From an optimization exercise on the open Yosys and OpenROAD flow, aimed at small area; shortcuts taken in it are not production practice. In this exercise RTL edits were held to simulation tests only and were not proved equivalent to the original. Power and IR drop assume default switching activity.

==> config.mk <==
export PLATFORM = sky130hd
export DESIGN_NAME = ptpc
export DESIGN_NICKNAME = ptpc
export VERILOG_FILES = /design/flow/design.v
export SDC_FILE = /design/flow/constraint.sdc
export NUM_CORES = 4
export LEC_CHECK = 0
export ABC_AREA = 1
export CAP_MARGIN = 20
export CORE_MARGIN = 2
export CORE_UTILIZATION = 40
export SLEW_MARGIN = 20
export SYNTH_MEMORY_MAX_BITS = 8192
==> constraint.sdc <==
create_clock -name core_clock -period 20.0 [get_ports {clk}]
set_input_delay 4.0000 -clock core_clock [delete_from_list [all_inputs] [get_ports {clk}]]
set_output_delay 4.0000 -clock core_clock [all_outputs]
set_load 0.01 [all_outputs]
==> design.v <==
module ptpc (
    input  wire        clk,
    input  wire        rst,           
    input  wire        tick,          
    input  wire        rx_in,         
    input  wire        tx_fault,      
    input  wire        bus_valid,
    input  wire        bus_write,
    input  wire [5:0]  bus_addr,      
    input  wire [1:0]  bus_size,      
    input  wire [31:0] bus_wdata,
    output reg  [31:0] bus_rdata,
    output wire        bus_err,
    output wire        ready,
    output wire        tx_out
);
    localparam [3:0] E_BUSY    = 4'd1;
    localparam [3:0] E_LEN     = 4'd2;
    localparam [3:0] E_SYMBOL  = 4'd3;
    localparam [3:0] E_OPCODE  = 4'd4;
    localparam [3:0] E_TXFAULT = 4'd5;
    reg         tx_proto;
    reg  [1:0]  rx_proto_mask;
    reg  [7:0]  tol_pct;
    reg  [15:0] tx_repeat;
    reg  [31:0] tx_pulse;
    reg  [7:0]  tx_len;
    reg         tx_mode;
    reg  [127:0] txd;
    reg         rx_en;
    reg         tx_err;
    reg         cmd_err;
    reg  [3:0]  err_code;
    reg  [63:0] cnt;
    reg         tx_busy;
    reg         abort_pending;
    reg         t_phase;      
    reg  [127:0] t_bits;
    reg  [6:0]  t_nm1;        
    reg  [7:0]  t_idx;        
    reg  [31:0] t_unit;
    reg         t_proto;
    reg  [15:0] t_rep;        
    reg  [4:0]  t_mc;         
    reg         ts_armed;
    reg         ts_level;
    reg         ts_edge;
    reg  [63:0] buf0;
    reg  [67*13-1:0] sr;      
    reg  [6:0]  cc;
    reg         rc;
    reg         slot_valid;
    reg  [32:0] slot_value;
    reg  [5:0]  slot_bitlen;
    reg  [12:0] slot_pulse;
    reg         slot_p2;
    reg         rxo_valid;
    reg  [32:0] rxo_value;
    reg  [5:0]  rxo_bitlen;
    reg  [12:0] rxo_pulse;
    reg         rxo_p2;
    localparam [3:0] D_IDLE  = 4'd0;
    localparam [3:0] D_PSEL  = 4'd1;
    localparam [3:0] D_DIV1  = 4'd2;
    localparam [3:0] D_UNIT  = 4'd3;
    localparam [3:0] D_MUL   = 4'd4;
    localparam [3:0] D_DIV2  = 4'd5;
    localparam [3:0] D_ROT   = 4'd6;
    localparam [3:0] D_PAIRA = 4'd7;
    localparam [3:0] D_PAIRB = 4'd8;
    localparam [3:0] D_CHECK = 4'd9;
    localparam [3:0] D_NEXTP = 4'd10;
    localparam [3:0] D_END   = 4'd11;
    reg  [3:0]  d_state;
    reg         d_p;          
    reg         d_pass;       
    reg         d_any1;
    reg  [19:0] d_w;          
    reg  [6:0]  d_r;          
    reg  [12:0] d_unit;
    reg  [4:0]  d_it;
    reg  [6:0]  d_ptr;        
    reg         d_as, d_aw;   
    assign ready  = (d_state == D_IDLE);
    assign tx_out = tx_busy & ~t_phase;
    wire        acc      = bus_valid & ready;
    wire        legal    = (bus_size == 2'd2) && (bus_addr[1:0] == 2'b00);
    wire [3:0]  ridx     = bus_addr[5:2];
    wire        wr       = acc & legal & bus_write;
    wire        do_tick  = tick & ready;
    assign bus_err = acc & ~legal;
    wire rx_active = rx_en & ~tx_busy;
    always @(*) begin
        bus_rdata = 32'd0;
        if (acc && legal && !bus_write) begin
            case (ridx)
                4'd1:  bus_rdata = {16'd0, err_code, 2'b00, cmd_err, tx_err, 2'b00,
                                    tx_out, abort_pending, slot_valid, rx_active,
                                    rx_en, tx_busy};
                4'd2:  bus_rdata = {tx_repeat, tol_pct, 5'd0, rx_proto_mask, tx_proto};
                4'd3:  bus_rdata = tx_pulse;
                4'd4:  bus_rdata = {23'd0, tx_mode, tx_len};
                4'd5:  bus_rdata = txd[31:0];
                4'd6:  bus_rdata = txd[63:32];
                4'd7:  bus_rdata = txd[95:64];
                4'd8:  bus_rdata = txd[127:96];
                4'd9:  bus_rdata = {8'd0, 6'd0, rxo_p2, rxo_valid & ~rxo_p2,
                                    2'd0, rxo_bitlen, 7'd0, rxo_valid};
                4'd10: bus_rdata = rxo_value[31:0];
                4'd11: bus_rdata = {31'd0, rxo_value[32]};
                4'd12: bus_rdata = {19'd0, rxo_pulse};
                4'd13: bus_rdata = {19'd0, ts_edge, ts_level, ts_armed, 1'b0, rc, 1'b0, cc};
                4'd14: bus_rdata = buf0[31:0];
                4'd15: bus_rdata = buf0[63:32];
                default: bus_rdata = 32'd0;
            endcase
        end
    end
    reg sym_bad;
    integer j;
    always @(*) begin
        sym_bad = 1'b0;
        for (j = 0; j < 64; j = j + 1)
            if ((j < tx_len) && txd[2*j+1] && !txd[2*j])
                sym_bad = 1'b1;
    end
    wire        len_bad  = (tx_len == 8'd0) || (tx_mode ? (tx_len > 8'd64) : (tx_len > 8'd128));
    wire [6:0]  lm1      = tx_len[6:0] - 7'd1;
    wire [6:0]  start_nm1 = tx_mode ? {lm1[5:0], 1'b1} : lm1;
    wire [31:0] start_unit = (tx_pulse != 32'd0) ? tx_pulse
                                                 : (tx_proto ? 32'd650 : 32'd350);
    wire [63:0] cnt_inc   = cnt + 64'd1;
    wire        unit_done = (cnt_inc[31:0] == t_unit);
    wire        cur_sync  = t_idx[7];
    wire        cur_bit   = t_bits[t_idx[6:0]];
    reg  [4:0]  m1;
    always @(*) begin
        if (!t_phase)
            m1 = (!cur_sync && cur_bit) ? (t_proto ? 5'd1 : 5'd2) : 5'd0;
        else if (cur_sync)
            m1 = t_proto ? 5'd9 : 5'd30;
        else
            m1 = cur_bit ? 5'd0 : (t_proto ? 5'd1 : 5'd2);
    end
    wire        part_end = unit_done && (t_mc == m1);
    wire        tx_last  = cur_sync && (t_rep == 16'd1);
    wire        tx_stop  = tx_fault || (part_end && t_phase && (abort_pending || tx_last));
    wire        tx_busy_after = tx_busy & ~tx_stop;
    wire        rx_act_after = rx_en & ~tx_busy_after;
    wire [63:0] dur      = cnt_inc;
    wire        d_long   = (dur > 64'd5000);
    wire [64:0] dd       = {1'b0, dur} - {1'b0, buf0};
    wire        d_near   = dd[64] ? ((&dd[63:8]) && (dd[7:0] >= 8'd57))
                                  : ((~|dd[63:8]) && (dd[7:0] < 8'd200));
    wire        d_match  = d_long && d_near;
    wire        can_dec  = (cc >= 7'd8) && (~|buf0[63:17]);
    wire [12:0] rd_x   = sr[13*66 +: 13];
    wire [15:0] x16    = {3'd0, rd_x};
    wire [15:0] u16    = {3'd0, d_unit};
    wire [15:0] t16    = {3'd0, d_w[12:0]};
    wire [15:0] wide16 = d_p ? {2'd0, d_unit, 1'b0} : ({2'd0, d_unit, 1'b0} + u16);
    wire        x_s    = (x16 + t16 >= u16)    && (x16 <= u16 + t16);
    wire        x_w    = (x16 + t16 >= wide16) && (x16 <= wide16 + t16);
    wire        pair_zero = d_as & x_w;
    wire        pair_one  = d_aw & x_s;
    wire [6:0]  ccm1      = cc - 7'd1;
    wire [6:0]  last_idx  = {ccm1[6:1], 1'b0};    
    wire [6:0]  dv_d   = (d_state == D_DIV1) ? (d_p ? 7'd10 : 7'd31) : 7'd100;
    wire        dv_in  = (d_state == D_DIV1) ? buf0[d_it] : d_w[19];
    wire [7:0]  dv_sh  = {d_r, dv_in};
    wire        dv_ge  = (dv_sh >= {1'b0, dv_d});
    wire [7:0]  dv_sub = dv_sh - {1'b0, dv_d};
    wire        rot    = (d_state == D_ROT && d_ptr != 7'd1) ||
                         d_state == D_PAIRA ||
                         (d_state == D_PAIRB && (pair_zero || pair_one));
    wire [6:0]  ptr_inc = (d_ptr == 7'd66) ? 7'd0 : d_ptr + 7'd1;
    wire        push   = do_tick && rx_act_after && ts_armed && (rx_in != ts_level) &&
                         ts_edge && !d_long;
    always @(posedge clk) begin
        if (push || rot)
            sr <= {sr[66*13-1:0], rot ? rd_x : dur[12:0]};
    end
    always @(posedge clk) begin
        if (rst) begin
            tx_proto      <= 1'b0;
            rx_proto_mask <= 2'b11;
            tol_pct       <= 8'd60;
            tx_repeat     <= 16'd10;
            tx_pulse      <= 32'd0;
            tx_len        <= 8'd0;
            tx_mode       <= 1'b0;
            txd           <= 128'd0;
            rx_en         <= 1'b0;
            tx_err        <= 1'b0;
            cmd_err       <= 1'b0;
            err_code      <= 4'd0;
            tx_busy       <= 1'b0;
            abort_pending <= 1'b0;
            ts_armed      <= 1'b0;
            ts_level      <= 1'b0;
            ts_edge       <= 1'b0;
            buf0          <= 64'd0;
            cc            <= 7'd0;
            rc            <= 1'b0;
            slot_valid    <= 1'b0;
            slot_value    <= 33'd0;
            slot_bitlen   <= 6'd0;
            slot_pulse    <= 13'd0;
            slot_p2       <= 1'b0;
            rxo_valid     <= 1'b0;
            rxo_value     <= 33'd0;
            rxo_bitlen    <= 6'd0;
            rxo_pulse     <= 13'd0;
            rxo_p2        <= 1'b0;
            d_state       <= D_IDLE;
        end else begin
            if (wr) begin
                case (ridx)
                    4'd0: begin
                        case (bus_wdata)
                            32'd0: ;                                    
                            32'd1: begin                                
                                if (tx_busy) begin
                                    cmd_err <= 1'b1; err_code <= E_BUSY;
                                end else if (len_bad) begin
                                    cmd_err <= 1'b1; err_code <= E_LEN;
                                end else if (tx_mode && sym_bad) begin
                                    cmd_err <= 1'b1; err_code <= E_SYMBOL;
                                end else if (tx_repeat != 16'd0) begin
                                    t_bits        <= txd;
                                    t_nm1         <= start_nm1;
                                    t_idx         <= {1'b0, start_nm1};
                                    t_proto       <= tx_proto;
                                    t_rep         <= tx_repeat;
                                    t_unit        <= start_unit;
                                    t_mc          <= 5'd0;
                                    cnt           <= 64'd0;
                                    tx_busy       <= 1'b1;
                                    abort_pending <= 1'b0;
                                    ts_armed      <= 1'b0;
                                    ts_edge       <= 1'b0;
                                    t_phase       <= 1'b0;
                                end
                            end
                            32'd2: begin                                
                                if (tx_busy) abort_pending <= 1'b1;
                            end
                            32'd3: rx_en <= 1'b1;                       
                            32'd4: begin                                
                                rx_en    <= 1'b0;
                                ts_armed <= 1'b0;
                                ts_edge  <= 1'b0;
                            end
                            32'd5: begin                                
                                rxo_valid   <= slot_valid;
                                rxo_value   <= slot_value;
                                rxo_bitlen  <= slot_bitlen;
                                rxo_pulse   <= slot_pulse;
                                rxo_p2      <= slot_p2;
                                slot_valid  <= 1'b0;
                                slot_value  <= 33'd0;
                                slot_bitlen <= 6'd0;
                                slot_pulse  <= 13'd0;
                                slot_p2     <= 1'b0;
                            end
                            default: begin                              
                                cmd_err  <= 1'b1;
                                err_code <= E_OPCODE;
                            end
                        endcase
                    end
                    4'd1: begin                                         
                        if (bus_wdata[8]) tx_err  <= 1'b0;
                        if (bus_wdata[9]) cmd_err <= 1'b0;
                        if ((bus_wdata[8] || !tx_err) && (bus_wdata[9] || !cmd_err))
                            err_code <= 4'd0;
                    end
                    4'd2: begin                                         
                        tx_proto      <= bus_wdata[0];
                        rx_proto_mask <= bus_wdata[2:1];
                        tol_pct       <= (bus_wdata[15:8] > 8'd100) ? 8'd100 : bus_wdata[15:8];
                        tx_repeat     <= bus_wdata[31:16];
                    end
                    4'd3: tx_pulse <= bus_wdata;
                    4'd4: begin
                        tx_len  <= bus_wdata[7:0];
                        tx_mode <= bus_wdata[8];
                    end
                    4'd5: txd[31:0]   <= bus_wdata;
                    4'd6: txd[63:32]  <= bus_wdata;
                    4'd7: txd[95:64]  <= bus_wdata;
                    4'd8: txd[127:96] <= bus_wdata;
                    default: ;                                          
                endcase
            end
            if (do_tick) begin
                if (tx_busy) begin
                    cnt <= unit_done ? 64'd0 : cnt_inc;
                    if (tx_fault) begin
                        tx_busy       <= 1'b0;
                        abort_pending <= 1'b0;
                        tx_err        <= 1'b1;
                        err_code      <= E_TXFAULT;
                    end else if (!part_end) begin
                        if (unit_done) t_mc <= t_mc + 5'd1;
                    end else begin
                        t_mc <= 5'd0;
                        if (!t_phase) begin
                            t_phase <= 1'b1;
                        end else if (abort_pending || tx_last) begin
                            tx_busy       <= 1'b0;
                            abort_pending <= 1'b0;
                        end else begin
                            t_phase <= 1'b0;
                            if (cur_sync) begin
                                t_idx <= {1'b0, t_nm1};
                                t_rep <= t_rep - 16'd1;
                            end else begin
                                t_idx <= t_idx - 8'd1;
                            end
                        end
                    end
                end else begin
                    cnt <= cnt_inc;
                end
                if (!rx_act_after) begin
                    ts_armed <= 1'b0;
                    ts_edge  <= 1'b0;
                end else if (!ts_armed) begin
                    ts_armed <= 1'b1;
                    ts_level <= rx_in;
                end else if (rx_in != ts_level) begin
                    ts_level <= rx_in;
                    cnt      <= 64'd0;
                    if (!ts_edge) begin
                        ts_edge <= 1'b1;
                    end else begin
                        if (d_match) begin
                            if (rc) begin
                                rc <= 1'b0;
                                if (can_dec) begin
                                    cnt     <= cnt;
                                    d_state <= D_PSEL;
                                    d_p     <= 1'b0;
                                    d_pass  <= 1'b0;
                                    d_any1  <= 1'b0;
                                    d_ptr   <= (cc == 7'd66) ? 7'd0 :
                                               (cc == 7'd67) ? 7'd1 : cc + 7'd1;
                                end else begin
                                    cc   <= 7'd0;
                                    buf0 <= dur;
                                end
                            end else begin
                                rc   <= 1'b1;
                                cc   <= 7'd0;
                                buf0 <= dur;
                            end
                        end else if (d_long) begin
                            cc   <= 7'd0;
                            buf0 <= dur;
                        end else begin
                            if (cc == 7'd67) begin
                                rc <= 1'b0;
                                cc <= 7'd1;
                            end else begin
                                cc <= cc + 7'd1;
                            end
                        end
                    end
                end
            end
            case (d_state)
                D_PSEL: begin
                    if (rx_proto_mask[d_p]) begin
                        d_r     <= 7'd0;
                        d_it    <= 5'd16;
                        d_state <= D_DIV1;
                    end else begin
                        d_state <= D_NEXTP;
                    end
                end
                D_DIV1, D_DIV2: begin
                    d_w  <= {d_w[18:0], dv_ge};
                    d_r  <= dv_ge ? dv_sub[6:0] : dv_sh[6:0];
                    d_it <= d_it - 5'd1;
                    if (d_it == 5'd0)
                        d_state <= (d_state == D_DIV1) ? D_UNIT : D_ROT;
                end
                D_UNIT: begin
                    d_unit  <= d_w[12:0];
                    d_w     <= 20'd0;
                    d_it    <= 5'd6;
                    d_state <= (|d_w[16:13]) ? D_NEXTP : D_MUL;
                end
                D_MUL: begin
                    d_w  <= {d_w[18:0], 1'b0} + (tol_pct[d_it] ? {7'd0, d_unit} : 20'd0);
                    d_it <= d_it - 5'd1;
                    if (d_it == 5'd0) begin
                        d_r     <= 7'd0;
                        d_it    <= 5'd19;
                        d_state <= D_DIV2;
                    end
                end
                D_ROT: begin
                    if (d_ptr == 7'd1) d_state <= D_PAIRA;
                    else               d_ptr   <= ptr_inc;
                end
                D_PAIRA: begin
                    d_as    <= x_s;
                    d_aw    <= x_w;
                    d_ptr   <= ptr_inc;
                    d_state <= D_PAIRB;
                end
                D_PAIRB: begin
                    if (pair_zero || pair_one) begin
                        if (d_pass) slot_value <= {slot_value[31:0], ~pair_zero};
                        if (!pair_zero) d_any1 <= 1'b1;
                        d_ptr <= ptr_inc;
                        d_state <= (d_ptr == last_idx) ? D_CHECK : D_PAIRA;
                    end else begin
                        d_state <= D_NEXTP;
                    end
                end
                D_CHECK: begin
                    if (!d_pass) begin
                        if (d_any1) begin
                            d_pass     <= 1'b1;
                            slot_value <= 33'd0;
                            d_state    <= D_ROT;
                        end else begin
                            d_state <= D_NEXTP;
                        end
                    end else begin
                        slot_valid  <= 1'b1;
                        slot_bitlen <= last_idx[6:1];
                        slot_pulse  <= d_unit;
                        slot_p2     <= d_p;
                        d_state     <= D_END;
                    end
                end
                D_NEXTP: begin
                    d_any1 <= 1'b0;
                    if (!d_p) begin
                        d_p     <= 1'b1;
                        d_state <= D_PSEL;
                    end else begin
                        d_state <= D_END;
                    end
                end
                D_END: begin
                    cc      <= 7'd0;
                    buf0    <= cnt_inc;
                    cnt     <= 64'd0;
                    d_state <= D_IDLE;
                end
                default: ;
            endcase
        end
    end
endmodule
==> run.sh <==
#!/bin/bash
# synth_recipe.tcl (not shown) runs the flow's synth.tcl, then flattens the netlist and writes it again
# the make line also repeats each setting of config.mk as NAME=value (left out here)
make -C /OpenROAD-flow-scripts/flow DESIGN_CONFIG=/design/flow/config.mk WORK_HOME=/design/flow/orfs CLKGATE_MAP_FILE= SYNTH_SCRIPT=/design/flow/synth_recipe.tcl finish
==> run notes <==
[per-layer routing]
layer / global-route usage / wire, um / up-vias
met4: 0.120 / 12700 / 4
met3: 0.0400 / 17500 / 453
met1: 0.384 / 114000 / 26700
met2: 0.392 / 108000 / 2209
met5: 0 / 27 / -
li1: - / - / 26100
[registers in the layout (all words and copies together), names as in the netlist, 8 cells and up]
register    flops
d_w            20
txd           128
slot_pulse     13
tol_pct         8
d_unit         13
slot_value     33
tx_repeat      16
tx_len          8
tx_pulse       32
t_idx           8
rxo_value      33
t_unit         32
t_bits        128
t_rep          16
rxo_pulse      13
sr            871
cnt            64
buf0           64
[Yosys cell counts, types with 5 or more instances]
| master | n |
|---|---|
| a31oi_1 | 25 |
| inv_1 | 1054 |
| ha_1 | 205 |
| nand2_2 | 7 |
| o311ai_0 | 6 |
| o31ai_1 | 12 |
| o2111ai_1 | 11 |
| a221oi_1 | 50 |
| buf_2 | 32 |
| a2111oi_0 | 6 |
| a21oi_1 | 532 |
| nand2_1 | 1524 |
| a211oi_1 | 76 |
| nor2_1 | 765 |
| a21boi_0 | 5 |
| dfxtp_1 | 392 |
| xnor2_1 | 35 |
| o21ai_0 | 541 |
| or2_2 | 10 |
| nand3b_1 | 8 |
| o21bai_1 | 13 |
| nand4_1 | 83 |
| nand3_1 | 340 |
| nor2_2 | 14 |
| nand3_2 | 5 |
| clkbuf_1 | 210 |
| xor2_1 | 109 |
| fa_1 | 7 |
| o221ai_1 | 16 |
| inv_2 | 10 |
| clkinv_1 | 6 |
| o21ai_1 | 32 |
| a22o_1 | 5 |
| nor3_1 | 65 |
| edfxtp_1 | 1190 |
| nor4_1 | 41 |
| o211ai_1 | 41 |
| and2_1 | 5 |
| a22oi_1 | 6 |
| o21a_1 | 5 |
| o22ai_1 | 75 |
[report_power, final]
group          internal, mW  total (mW)  switching [mW]
Clock                  1.80        3.15            1.36
Sequential             3.50        3.51          0.0137
Combinational        0.0832       0.307           0.223
Total                  5.38        6.97            1.59
[per-stage QoR]
stage          worst slack, ns  instance area, um2  hold WS (ns)  cells  power (mW)
5_1_grt                   8.06               82100         0.413  10200        7.19
3_3_place_gp              8.07               76400         0.401   9905        3.88
3_5_place_dp              8.19               76400         0.405   9906        3.88
6_report                  8.07               82100         0.399  10200        6.97
2_1_floorplan            0.794               73000         0.400   7635        3.76
4_1_cts                   8.18               82100         0.399  10200        7.04
[kinds of logic (layout without fill, tap and decap cells)]
| family | count (synthesis) | in the layout | share of synthesized area |
|---|---|---|---|
| xor+xnor | 148 | 148 | 0.0183 |
| flops | 1582 | 1582 | 0.597 |
| simple gates | 2890 | 2890 | 0.163 |
| other cells | 0 | 2 | 0 |
| buf+inv | 1321 | 1534 | 0.0690 |
| fa+ha+maj | 212 | 212 | 0.0371 |
| compound gates | 1477 | 1477 | 0.114 |
| mux | 5 | 5 | 0.000703 |
[worst max-delay path: cells and delay by family]
| family | cells | cell delay, ns |
|---|---|---|
| AOI/OAI and AO/OA | 3 | 1.09 |
| buffers and inverters | 6 | 2.59 |
| and+or+nand+nor | 2 | 0.21 |
[worst max path at each step]
stage	depth (start not counted)	slack, ns	to	start
2_1_floorplan	7	0.79	sr[0]$_DFFE_PP_	rx_in
3_3_place_gp	13	8.07	bus_rdata[10]	bus_addr[4]
3_5_place_dp	10	8.19	bus_rdata[5]	bus_addr[2]
4_1_cts	10	8.18	bus_rdata[5]	bus_addr[2]
5_1_grt	11	8.06	bus_rdata[0]	bus_addr[2]
6_report	11	8.07	bus_rdata[0]	bus_addr[4]
[layout make-up]
type | instances | area (um2)
Fill cell | 17000 | 98800
Sequential cell | 1582 | 43600
Multi-Input combinational cell | 4732 | 24400
Clock buffer | 212 | 4520
Inverter | 1070 | 4030
Tap cell | 2370 | 2970
Timing Repair Buffer | 152 | 1430
Clock inverter | 100 | 1160
Antenna cell | 2 | 5.00
==> flow_summary.toml <==
[floorplan]
row_count = 156
fp.dieArea_um2 = 186000
vert_die_dim_um = 431
design.core.area_um2 = 181000
initial_core_util = 0.403
die_width_um = 431
io-pin-count = 82

[timing]
setup_repair_after_global_routing_missed_its_margin = "no"
relSlewSlack = 0.210
final.setup.tns_ns = 0
achievable-frequency_mhz = 83.8
setup_viol = 0
final.min_clock_period_ns = 11.93
timing.final.max_slew_violations = 0
final.setup_skew_ns = 0.0464
timing.final.crit_share = 0.597
max_slew.worst_pin.slew_ns = 1.18
finalHoldViolCount = 0

[finish]
postLayoutCoreUtil = 0.454
finish.net_count = 7964
area_delta_synth_final_pct = 12.6
layout_cells_sized_above_1 = 0.0522
mostFrequentLayoutCells = "nand2_1, edfxtp_1, inv_1, nor2_1, o21ai_0"
most_frequent_standard_cell_in_the_layout_excluding_fill_and_tap_cells = "nand2_1"

[logic_synthesis]
yosys.area.top_type = "edfxtp_1"
synth_top_area_share = 0.490
synth_top_flop_cell = "edfxtp_1"
ys_seq_elements = 1582
post_syn_instances = 7635
count_of_flip_flops_with_a_built_in_enable_after_synthesis = 1190
synth.avg_cell_area_um2 = 9.56
synth_area_um2 = 73000
yosysWarningCount = 1
synth_cell_types = 73
synth_sequential_area_ratio = 0.597
syn_nets = 7894
leading_post_synthesis_cells_by_cell_area = "edfxtp_1, dfxtp_1, nand2_1, inv_1, nor2_1"
async_flop_share = 0

[place]
gp_congestion = 1.04
port_buffers = 81
dp.final_hpwl_mm = 189

[critical_path]
setup.worst_path.class = "primary input to output pin"
cp_peak_stage_delay_ns = 0.82
worstPathCellList = "clkdlybuf4s50_1 -> inv_1 -> nor2_1 -> inv_1 -> nor2_2 -> buf_4 -> clkinv_1 -> o22ai_1 -> a2111oi_0 -> a31oi_1 -> clkdlybuf4s50_1"
rr_startpoint = "d_unit[1]$_DFFE_PP_"
timing.critical_path.arrival_ns = 7.93
worst_ep_required_time_ns = 16.00
r2r_end = "sr[682]$_DFFE_PP_"
cpMaxStageDelayCell = "clkinv_1"
start_kind = "primary input"
critical_path.endpoint_type = "output pin"
ff2ff_path_depth = 38
setup.reg_to_reg.worst_slack_ns = 10.45
cp_max_fo = 25

[clock_tree]
cts_max_path_buffers = 3
tritoncts = "yes"
holdBufCountCts = 0
ctsResizeCount = 0
cts_buffers = 167
cts-root-buf = "clkbuf_16"
tritoncts_num_sinks = 1582
clk_latency_ns = 0.85
postCtsSetupRepairBufs = 0
cts.htree.levels = 4
cts.clk_slew.worst_paths_ns = 0.06

[detailed_routing]
final_antenna_net_count = 0
avgViaCountPerCell = 5.43
detail_route.iter0.violations = 6207
finalWirelength_mm = 252
detailroute.via_count = 55500
routed_wire_length_per_instance_um = 24.6
dr.pass1.iters = 6
detail_route.drc_violations = 0

[run]
cap_violations = 0

[pwr]
cellPowerDensity_nw_per_um2 = 84.9
p_leak_nw = 30.3
worst_ir_drop_vdd_mv = 0.0852

[global_routing]
globalRouteTotalUtil = 0.265
first_global_vias = 51300
grt_max_degree = 210
grt_first_pass_wirelength_mm = 358
grt-ovfl-total = 0
grt_antenna_before_repair = 11

[status]
run_status = "timing/DRC/antenna clean"

[hold_path]
timing.hold.worst.start = "sr[221]$_DFFE_PP_"
whs_path_depth = 0
hold_end = "sr[234]$_DFFE_PP_"
hp-class = "register to register"

## re-timing with driven ports
The flow's constraints put no driver on any port. The routed layout listed below was extracted and timed again, unchanged, in two steps. Step 1: set_driving_cell puts a clkbuf_16 on clk and a buf_2 on each other input, an assumption about the parent block. Step 2 also shifts input and output timing later by t, the mid clock arrival at the registers, as if the neighbouring blocks saw the same clock. Slacks: ideal / step 1 / step 2; pairs: ideal / step 1.
shift t [ns]: 0.903
setup WS [ns]: 8.068 / 8.014 / 8.014
clock arrival spread, ns: 0.048 / 0.048
worst register clock-pin slew, ns: 0.07 / 0.07
cell pins on the clock port's net: 1
After both steps setup and hold are still met in this run. The setup slack of this run moves by -0.054 ns with the drivers and by -0.054 ns with both steps.
